This is an optimization exercise on Yosys and OpenROAD, whose aim is small area, not a production implementation. The RTL was checked by simulation tests, not by an equivalence proof against the original design. Power figures rest on the tool's default switching activity, not on a simulated workload.

**design/flow/run.sh**
```bash
#!/bin/bash
# synth_recipe.tcl (not shown) runs the flow's synth.tcl, then flattens the netlist and writes it again
# the make line also repeats each setting of config.mk as NAME=value (left out here)
make -C /OpenROAD-flow-scripts/flow DESIGN_CONFIG=/design/flow/config.mk WORK_HOME=/design/flow/orfs CLKGATE_MAP_FILE= SYNTH_SCRIPT=/design/flow/synth_recipe.tcl finish
```
**design/flow/config.mk**
```make
export PLATFORM = sky130hd
export DESIGN_NAME = debounce_integrator
export DESIGN_NICKNAME = debounce_integrator
export VERILOG_FILES = /design/flow/design.v
export SDC_FILE = /design/flow/constraint.sdc
export NUM_CORES = 4
export LEC_CHECK = 0
export CAP_MARGIN = 20
export CORE_MARGIN = 2
export CORE_UTILIZATION = 40
export SLEW_MARGIN = 20
```
**design/flow/constraint.sdc**
```tcl
create_clock -name core_clock -period 15.0 [get_ports {clk}]
set_input_delay 3.0000 -clock core_clock [delete_from_list [all_inputs] [get_ports {clk}]]
set_output_delay 3.0000 -clock core_clock [all_outputs]
set_load 0.01 [all_outputs]
```
**design/flow/design.v**
```verilog
module dbi_classifier (
    input  wire [9:0]  raw,
    input  wire [59:0] center,    
    input  wire [59:0] tol,       
    input  wire        incl,      
    output reg  [2:0]  sym
);
    reg [5:0] hit;
    integer i;
    always @(*) begin : windows
        reg [9:0]  c, t;
        reg [10:0] lo, hi;
        for (i = 0; i < 6; i = i + 1) begin
            c  = center[i*10 +: 10];
            t  = tol[i*10 +: 10];
            lo = (c >= t) ? {1'b0, c - t} : 11'd0;
            hi = {1'b0, c} + {1'b0, t};
            if (incl)
                hit[i] = ({1'b0, raw} >= lo) && ({1'b0, raw} <= hi);
            else
                hit[i] = ({1'b0, raw} >  lo) && ({1'b0, raw} <  hi);
        end
    end
    always @(*) begin
        if      (hit[0]) sym = 3'd1;   
        else if (hit[1]) sym = 3'd2;   
        else if (hit[2]) sym = 3'd3;   
        else if (hit[3]) sym = 3'd4;   
        else if (hit[4]) sym = 3'd5;   
        else if (hit[5]) sym = 3'd6;   
        else             sym = 3'd0;   
    end
endmodule
module dbi_filter (
    input  wire        clk,
    input  wire        rst,
    input  wire [2:0]  sym,
    input  wire [15:0] n,          
    input  wire        oneshot,
    output reg  [2:0]  stable,
    output reg  [2:0]  fout,
    output wire [2:0]  fout_next   
);
    localparam [2:0] IDLE = 3'd0;
    reg  [15:0] dcount;
    reg         armed;
    reg  [15:0] dcount_next;
    reg  [2:0]  stable_next;
    reg  [2:0]  fout_nx;
    reg         armed_next;
    wire [16:0] count_inc = {1'b0, dcount} + 17'd1;
    always @(*) begin
        stable_next = stable;
        dcount_next = dcount;
        if (sym == stable) begin
            dcount_next = 16'd0;
        end else if (count_inc < {1'b0, n}) begin
            dcount_next = count_inc[15:0];
        end else begin
            stable_next = sym;
            dcount_next = 16'd0;
        end
        armed_next = armed;
        if (!oneshot) begin
            fout_nx = stable_next;
        end else if (stable_next == IDLE) begin
            fout_nx    = stable_next;
            armed_next = 1'b1;
        end else if (armed) begin
            fout_nx    = stable_next;
            armed_next = 1'b0;
        end else begin
            fout_nx = IDLE;
        end
    end
    assign fout_next = fout_nx;
    always @(posedge clk) begin
        if (rst) begin
            stable <= IDLE;
            dcount <= 16'd0;
            armed  <= 1'b1;
            fout   <= IDLE;
        end else begin
            stable <= stable_next;
            dcount <= dcount_next;
            armed  <= armed_next;
            fout   <= fout_nx;
        end
    end
endmodule
module dbi_encoder (
    input  wire       clk,
    input  wire       rst,
    input  wire       start,
    input  wire       advance,
    input  wire [6:0] cmd,
    input  wire [6:0] addr,
    output wire       level,
    output wire       last
);
    localparam [2:0] SEG_BUSRST = 3'd0,
                     SEG_AGC_LO = 3'd1,
                     SEG_AGC_HI = 3'd2,
                     SEG_MARK   = 3'd3,
                     SEG_SPACE  = 3'd4,
                     SEG_EXT    = 3'd5;
    reg [2:0] seg;
    reg [3:0] cnt;        
    reg [4:0] bitidx;     
    reg [1:0] frame;      
    reg [6:0] cmd_q;
    wire [16:0] frame_bits = {2'b11, cmd_q, addr, 1'b1};
    wire        cur_bit    = frame_bits[bitidx];
    assign level = (seg != SEG_AGC_LO) && (seg != SEG_MARK);
    assign last  = (seg == SEG_EXT) && (cnt == 4'd1) && (bitidx == 5'd16) && (frame == 2'd2);
    always @(posedge clk) begin
        if (rst) begin
            seg    <= SEG_BUSRST;
            cnt    <= 4'd0;
            bitidx <= 5'd0;
            frame  <= 2'd0;
            cmd_q  <= 7'd0;
        end else if (start) begin
            seg    <= SEG_BUSRST;
            cnt    <= 4'd0;
            bitidx <= 5'd0;
            frame  <= 2'd0;
            cmd_q  <= cmd;
        end else if (advance) begin
            case (seg)
                SEG_BUSRST: begin
                    seg <= SEG_AGC_LO;
                    cnt <= 4'd0;
                end
                SEG_AGC_LO: begin
                    if (cnt == 4'd15) begin
                        seg <= SEG_AGC_HI;
                        cnt <= 4'd0;
                    end else begin
                        cnt <= cnt + 4'd1;
                    end
                end
                SEG_AGC_HI: begin
                    if (cnt == 4'd7) begin
                        seg    <= SEG_MARK;
                        cnt    <= 4'd0;
                        bitidx <= 5'd0;
                    end else begin
                        cnt <= cnt + 4'd1;
                    end
                end
                SEG_MARK: begin
                    seg <= SEG_SPACE;
                end
                SEG_SPACE, SEG_EXT: begin
                    if (seg == SEG_SPACE && cur_bit) begin
                        seg <= SEG_EXT;
                        cnt <= 4'd0;
                    end else if (seg == SEG_EXT && cnt == 4'd0) begin
                        cnt <= 4'd1;
                    end else if (bitidx != 5'd16) begin
                        seg    <= SEG_MARK;
                        bitidx <= bitidx + 5'd1;
                    end else begin
                        seg    <= SEG_BUSRST;
                        cnt    <= 4'd0;
                        bitidx <= 5'd0;
                        frame  <= frame + 2'd1;
                    end
                end
                default: seg <= SEG_BUSRST;
            endcase
        end
    end
endmodule
module debounce_integrator (
    input  wire        clk,             
    input  wire        rst,             
    input  wire [9:0]  raw_sample,
    input  wire [59:0] cfg_center,      
    input  wire [59:0] cfg_tol,         
    input  wire        cfg_incl,        
    input  wire [15:0] cfg_n,           
    input  wire        cfg_oneshot,
    input  wire        cfg_held_same,
    input  wire [55:0] cfg_cmd,         
    input  wire [6:0]  cfg_addr,
    input  wire [15:0] cfg_repeat,      
    input  wire [7:0]  cfg_gap,         
    output wire        pin_out,
    output wire [2:0]  stable_out,
    output wire [2:0]  fout_out,
    output wire        busy,
    output reg         cmd_strobe,
    output reg  [6:0]  cmd_code
);
    localparam [1:0] MODE_READY = 2'd0,
                     MODE_TX    = 2'd1,
                     MODE_WAIT  = 2'd2;
    localparam [2:0] SYM_IDLE   = 3'd0,
                     SYM_VOLUP  = 3'd1,
                     SYM_VOLDN  = 3'd2,
                     SYM_SOURCE = 3'd3,
                     SYM_SEEKF  = 3'd4,
                     SYM_SEEKB  = 3'd5,
                     SYM_EXTRA  = 3'd6;
    wire [6:0] cmd_volup   = cfg_cmd[ 0 +: 7];
    wire [6:0] cmd_voldn   = cfg_cmd[ 7 +: 7];
    wire [6:0] cmd_source  = cfg_cmd[14 +: 7];
    wire [6:0] cmd_seekf_1 = cfg_cmd[21 +: 7];
    wire [6:0] cmd_seekf_h = cfg_cmd[28 +: 7];
    wire [6:0] cmd_seekb_1 = cfg_cmd[35 +: 7];
    wire [6:0] cmd_seekb_h = cfg_cmd[42 +: 7];
    wire [6:0] cmd_extra   = cfg_cmd[49 +: 7];
    reg  [1:0]  mode;
    reg  [2:0]  prev;
    reg         tx_vol;
    reg  [15:0] wait_left;
    wire [2:0] sym;
    wire [2:0] cur;
    dbi_classifier u_cls (
        .raw    (raw_sample),
        .center (cfg_center),
        .tol    (cfg_tol),
        .incl   (cfg_incl),
        .sym    (sym)
    );
    dbi_filter u_flt (
        .clk       (clk),
        .rst       (rst),
        .sym       (sym),
        .n         (cfg_n),
        .oneshot   (cfg_oneshot),
        .stable    (stable_out),
        .fout      (fout_out),
        .fout_next (cur)
    );
    wire tx_level;
    wire tx_last;
    reg  emit;
    reg  [6:0] emit_code;
    reg  emit_vol;
    dbi_encoder u_enc (
        .clk     (clk),
        .rst     (rst),
        .start   (emit),
        .advance (mode == MODE_TX && !tx_last),
        .cmd     (emit_code),
        .addr    (cfg_addr),
        .level   (tx_level),
        .last    (tx_last)
    );
    wire [16:0] post = (tx_vol ? {1'b0, cfg_repeat} : 17'd0) + {9'd0, cfg_gap};
    reg        eval;
    reg [1:0]  mode_sched;
    reg [15:0] wait_next;
    always @(*) begin
        eval       = 1'b0;
        mode_sched = mode;
        wait_next  = wait_left;
        case (mode)
            MODE_READY: eval = 1'b1;
            MODE_TX: begin
                if (tx_last) begin
                    if (post == 17'd0) begin
                        mode_sched = MODE_READY;
                        eval       = 1'b1;
                    end else begin
                        mode_sched = MODE_WAIT;
                        wait_next  = post[15:0] - 16'd1;
                    end
                end
            end
            MODE_WAIT: begin
                if (wait_left == 16'd0) begin
                    mode_sched = MODE_READY;
                    eval       = 1'b1;
                end else begin
                    wait_next = wait_left - 16'd1;
                end
            end
            default: mode_sched = MODE_READY;
        endcase
    end
    wire edge_det = (cur != prev);
    always @(*) begin
        emit      = 1'b0;
        emit_code = 7'd0;
        emit_vol  = 1'b0;
        if (eval) begin
            case (cur)
                SYM_VOLUP: begin
                    emit = 1'b1; emit_code = cmd_volup; emit_vol = 1'b1;
                end
                SYM_VOLDN: begin
                    emit = 1'b1; emit_code = cmd_voldn; emit_vol = 1'b1;
                end
                SYM_SOURCE: begin
                    emit = edge_det; emit_code = cmd_source;
                end
                SYM_SEEKF: begin
                    emit = 1'b1;
                    emit_code = (edge_det || cfg_held_same) ? cmd_seekf_1 : cmd_seekf_h;
                end
                SYM_SEEKB: begin
                    emit = 1'b1;
                    emit_code = (edge_det || cfg_held_same) ? cmd_seekb_1 : cmd_seekb_h;
                end
                SYM_EXTRA: begin
                    emit = edge_det; emit_code = cmd_extra;
                end
                default: ;
            endcase
        end
    end
    always @(posedge clk) begin
        if (rst) begin
            mode       <= MODE_READY;
            prev       <= SYM_IDLE;
            tx_vol     <= 1'b0;
            wait_left  <= 16'd0;
            cmd_strobe <= 1'b0;
            cmd_code   <= 7'd0;
        end else begin
            wait_left  <= wait_next;
            cmd_strobe <= emit;
            if (eval)
                prev <= cur;
            if (emit) begin
                mode     <= MODE_TX;
                tx_vol   <= emit_vol;
                cmd_code <= emit_code;
            end else begin
                mode <= mode_sched;
            end
        end
    end
    assign busy    = (mode != MODE_READY);
    assign pin_out = (mode != MODE_TX) || tx_level;
endmodule
```
==> report_table.html <==
<table>
<tr><th>Metric</th><th>Value</th></tr>
<tr><th colspan="2">Run status</th></tr>
<tr><td>Run status</td><td>no timing/DRC/antenna violations</td></tr>
<tr><th colspan="2">Worst setup path</th></tr>
<tr><td>Nature of the critical path startpoint</td><td>primary input</td></tr>
<tr><td>Largest incremental delay on the critical path</td><td>roughly 0.66 ns</td></tr>
<tr><td>Top fanout value on the critical path</td><td>21</td></tr>
<tr><td>Critical-path top delay cell</td><td>a2111oi_0</td></tr>
<tr><td>Cell occurring most often along the worst timing path</td><td>nor2_1</td></tr>
<tr><td>Arrival time worst endpoint</td><td>between 9 and 10 ns</td></tr>
<tr><td>Category of the worst setup path capture point</td><td>flop</td></tr>
<tr><td>Required @ worst endpoint</td><td>around 15 ns</td></tr>
<tr><td>Type of the worst setup path</td><td>in2reg</td></tr>
<tr><th colspan="2">Power and ir drop</th></tr>
<tr><td>Final total power</td><td>0.914 mW</td></tr>
<tr><td>Internal power summed over all cells</td><td>about 0.57 mW</td></tr>
<tr><td>Fraction of power spent switching nets</td><td>38.1%</td></tr>
<tr><td>Power dissipated by switching net loads</td><td>between 0.3 and 0.4 mW</td></tr>
<tr><td>Cell area power density</td><td>roughly 55 nW/um2</td></tr>
<tr><td>Combinational cell fraction of total power</td><td>about 55%</td></tr>
<tr><td>Maximum vdd drop</td><td>0.0486 mV</td></tr>
<tr><td>Part of the total power dissipated in the clock network</td><td>between 20% and 30%</td></tr>
<tr><td>Relative contribution of sequential cells to total power</td><td>19.9%</td></tr>
<tr><td>Total leakage power</td><td>roughly 7.5 nW</td></tr>
<tr><th colspan="2">Die</th></tr>
<tr><td>Vertical die dimension</td><td>between 150 and 200 um</td></tr>
<tr><td>Die Footprint</td><td>~35000 um2</td></tr>
<tr><td>Number of placement rows</td><td>66</td></tr>
<tr><td>Placeable core region</td><td>approximately 33000 um2</td></tr>
<tr><td>Starting Density</td><td>between 40% and 50%</td></tr>
<tr><td>Number of placed I/O pins</td><td>about 250</td></tr>
<tr><td>Horiz. Die Dim</td><td>187 um</td></tr>
<tr><th colspan="2">Synthesis</th></tr>
<tr><td>Dominant combinational cell family by area after synthesis</td><td>adder cells</td></tr>
<tr><td>Count of mapped cells out of synthesis</td><td>1748</td></tr>
<tr><td>Average footprint of a synthesized cell</td><td>roughly 7.6 um2</td></tr>
<tr><td>Largest area contributor in the netlist</td><td>ha_1</td></tr>
<tr><td>Syn Nets</td><td>approximately 2300</td></tr>
<tr><td>Simple-gate share of the synthesized area</td><td>roughly 22%</td></tr>
<tr><td>Netlist Area Pre-Place</td><td>~13000 um2</td></tr>
<tr><td>Number of flops mapped to enable cells by yosys</td><td>0</td></tr>
<tr><td>Adder and majority cell fraction of the synthesized area</td><td>between 20% and 30%</td></tr>
<tr><td>Portion of the post-synthesis area used by sequential elements</td><td>between 10% and 20%</td></tr>
<tr><td>Multiplexer share of the synthesized area</td><td>roughly 2.7%</td></tr>
<tr><td>Most common cell in the netlist</td><td>ha_1</td></tr>
<tr><td>Flip-flop cell with the highest count after synthesis</td><td>dfxtp_1</td></tr>
<tr><td>Total of warnings raised by yosys</td><td>4</td></tr>
<tr><td>Count of state elements after synthesis</td><td>67</td></tr>
<tr><td>Most instantiated cells after synthesis</td><td>ha_1, inv_1, nor2_1</td></tr>
<tr><td>Async SR Flop Fraction</td><td>0%</td></tr>
<tr><td>Top post-synthesis cells by area</td><td>ha_1, dfxtp_1, xnor2_1</td></tr>
<tr><td>Number of distinct standard cells referenced by the synthesized netlist</td><td>93</td></tr>
<tr><td>Xor and xnor area share after synthesis</td><td>a little under 9%</td></tr>
<tr><td>Fraction of the mapped netlist area in compound gates</td><td>between 20 and 25%</td></tr>
<tr><td>Fraction of synthesized cell area taken by the top area cell type</td><td>25.5%</td></tr>
<tr><th colspan="2">Clock network</th></tr>
<tr><td>Library cell used as clock root buffer</td><td>clkbuf_16</td></tr>
<tr><td>Maximum root-to-sink buffer count</td><td>2</td></tr>
<tr><td>Number of levels in the clock H-tree</td><td>3</td></tr>
<tr><td>Total of cells resized after clock tree synthesis</td><td>0</td></tr>
<tr><td>Clock-pin slew of the registers on the worst-case setup and hold paths</td><td>about 0.06 ns</td></tr>
<tr><td>Post-CTS repair timing setup buffer count</td><td>0</td></tr>
<tr><td>Total clock sinks</td><td>67</td></tr>
<tr><td>Number of buffers created by CTS</td><td>9</td></tr>
<tr><td>Clock latency reported for the late side of the worst-skew pair</td><td>~0.33 ns</td></tr>
<tr><td>CTS Hold Bufs</td><td>0</td></tr>
<tr><td>TritonCTS clock tree</td><td>built</td></tr>
<tr><th colspan="2">Placed design</th></tr>
<tr><td>Cell count after placement</td><td>about 2400</td></tr>
<tr><td>Number of buffers added on ports</td><td>between 200 and 300</td></tr>
<tr><td>Worst setup timing slack at the placement stage</td><td>5.37 ns</td></tr>
<tr><td>Routability-driven placement congestion ratio</td><td>0.876</td></tr>
<tr><td>Detailed Place HPWL</td><td>31300 um</td></tr>
<tr><th colspan="2">Route</th></tr>
<tr><td>Post-detailed-routing wire length</td><td>between 30000 and 40000 um</td></tr>
<tr><td>Violation count after the first detailed-route iteration</td><td>between 600 and 700</td></tr>
<tr><td>Number of iterations in the first detailed-routing pass</td><td>6</td></tr>
<tr><td>DRC viols</td><td>0</td></tr>
<tr><td>Detail Route Antenna Nets</td><td>0</td></tr>
<tr><td>Average via count per standard cell</td><td>5.41</td></tr>
<tr><td>Mean routed wirelength per cell</td><td>15.9 um</td></tr>
<tr><td>Via count</td><td>~13000</td></tr>
<tr><th colspan="2">Timing</th></tr>
<tr><td>Final worst setup slack</td><td>approximately 5.8 ns</td></tr>
<tr><td>Fraction of the cycle the final worst path needs</td><td>61.6%</td></tr>
<tr><td>Post-route setup TNS</td><td>0 ns</td></tr>
<tr><td>Final-report max-slew violation count</td><td>0</td></tr>
<tr><td>Final Hold Violating Endpoints</td><td>0</td></tr>
<tr><td>Min cycle time layout</td><td>between 9 and 10 ns</td></tr>
<tr><td>RSZ-0062 raised after global routing</td><td>false</td></tr>
<tr><td>Setup skew after layout</td><td>~0.0076 ns</td></tr>
<tr><td>Setup Viol. Count Final</td><td>0</td></tr>
<tr><td>Worst rel slew slack</td><td>roughly 32%</td></tr>
<tr><td>Transition time at the pin with the least slew margin</td><td>1.01 ns</td></tr>
<tr><td>Fmax</td><td>about 0.11 GHz</td></tr>
<tr><th colspan="2">Global routing</th></tr>
<tr><td>Number of global-route vias before repair</td><td>~13000</td></tr>
<tr><td>Pin count of the biggest net entering global routing</td><td>45</td></tr>
<tr><td>Initial antenna violation count</td><td>0</td></tr>
<tr><td>Tot GR Track Use</td><td>roughly 22%</td></tr>
<tr><td>First-pass GRT wire length</td><td>between 60000 and 70000 um</td></tr>
<tr><td>Global route overflow</td><td>0</td></tr>
<tr><th colspan="2">Finish</th></tr>
<tr><td>Final non-filler cell total</td><td>approximately 2400</td></tr>
<tr><td>Relative area change from synthesis to final layout</td><td>23.9%</td></tr>
<tr><td>Net count, final</td><td>between 2000 and 2500</td></tr>
<tr><td>Diode insertion count for antenna repair</td><td>0</td></tr>
<tr><td>Proportion of layout cells with a drive suffix above 1</td><td>under 10%</td></tr>
<tr><th colspan="2">Job</th></tr>
<tr><td>Max-cap viol count</td><td>0</td></tr>
<tr><th colspan="2">Min path</th></tr>
<tr><td>Class of the most critical hold timing path</td><td>reg2reg</td></tr>
</table>
[worst paths after layout]
kind | startpoint | endpoint | slack (ns) | depth (start not counted)
max reg2reg | u_flt.dcount[0] | tx_vol | 9.81 | 20
min | u_flt.dcount[0] | u_flt.dcount[0] | 0.46 | 1
max | cfg_tol[21] | tx_vol | 5.76 | 30
min reg2reg | u_flt.dcount[0] | u_flt.dcount[0] | 0.46 | 1
[flip-flops by register name (all words and copies together) (netlist names), 4 cells and up]
signal        cells
wait_left        16
u_enc.cnt         4
u_flt.dcount     16
u_enc.bitidx      5
u_enc.cmd_q       7
[metrics by stage]
step                hold WS (ns)  util, %  instance area (um2)
floorplan                  0.426        -                13300
global placement           0.443     49.5                16200
detailed placement         0.454     49.5                16200
CTS                        0.467     50.5                16500
global route               0.480     50.5                16500
finish                     0.460     50.5                16500
[worst max-delay path: cells and delay by family]
kind / cells / cell delay, ns
adder cells (fa/ha/maj): 2 / 0.57
XOR/XNOR: 1 / 0.15
AND/OR/NAND/NOR: 10 / 1.54
buffers and inverters: 3 / 0.69
AO/OA/AOI/OAI: 14 / 3.50
[power groups by stage]
| stage | combinational [mW] | sequential, mW | clock [mW] |
|---|---|---|---|
| 6_report | 0.504 | 0.182 | 0.229 |
| 5_1_grt | 0.567 | 0.182 | 0.245 |
| 4_1_cts | 0.503 | 0.182 | 0.235 |
| 3_5_place_dp | 0.500 | 0.186 | 0 |
| 3_3_place_gp | 0.491 | 0.185 | 0 |
| 2_1_floorplan | 0.333 | 0.185 | 0 |
[logic make-up (layout without fill, tap and decap cells)]
logic type | count (synthesis) | after routing
buf+inv | 231 | 444
compound gates | 418 | 418
simple gates | 584 | 584
fa+ha+maj | 284 | 284
mux | 31 | 31
xor+xnor | 133 | 133
flops | 67 | 67
[layer usage]
layer / share of wire, % / routed length, um / up-vias / global-route usage, %
met5: 0 / 0 / - / 0
met4: 1.6 / 626 / 0 / 4.52
met3: 4.0 / 1530 / 33 / 2.16
met2: 47 / 17800 / 315 / 37.7
met1: 48 / 18100 / 5992 / 28.8
li1: - / - / 6663 / -
[layout by cell type (no fill, tap or decap), types with 34 or more instances in the layout]
master           Yosys  layout
a21oi_1            137     137
o21ai_0             36      35
clkdlybuf4s50_1      0     252
nand2_1            121     121
nor3_1              49      49
a21o_1              45      45
dfxtp_1             67      67
xor2_1              45      45
and3_1              34      34
nand4_1             43      43
nand3_1             49      49
nor2_1             162     162
ha_1               271     271
inv_1              165     165
o21bai_1            39      39
xnor2_1             88      88
[final cells by class]
class                           count  area (um2)
Clock inverter                      4        73.8
Clock buffer                       12         246
Inverter                          168         631
Multi-Input combinational cell   1450       11100
Tap cell                          442         553
Fill cell                        3224       16200
Timing Repair Buffer              260        2580
Sequential cell                    67        1340

[static timing again, ports no longer ideal]
The flow's constraints put no driver on any port. The routed layout listed below was extracted and timed again, unchanged, in two steps.
Step 1, drivers: a clkbuf_16 drives clk and a buf_2 each remaining input, both assumed.
Step 2, shift: input delay + t, output delay - t, t = (earliest + latest rising clock arrival at the registers) / 2. This alone moves slack from input paths to output paths.
a / b / c = no drivers / after step 1 / after step 2; a / b = the first two.
t, ns: 0.366
setup WS [ns]: 5.756 / 5.769 / 5.403
worst setup path after step 2: input to register
worst data-port slew with drivers (ns): 0.07
pins driven straight from the clock port: 1
After both steps this run still meets setup and hold. The setup slack of this run moves by +0.013 ns with the drivers and by -0.353 ns with both steps.
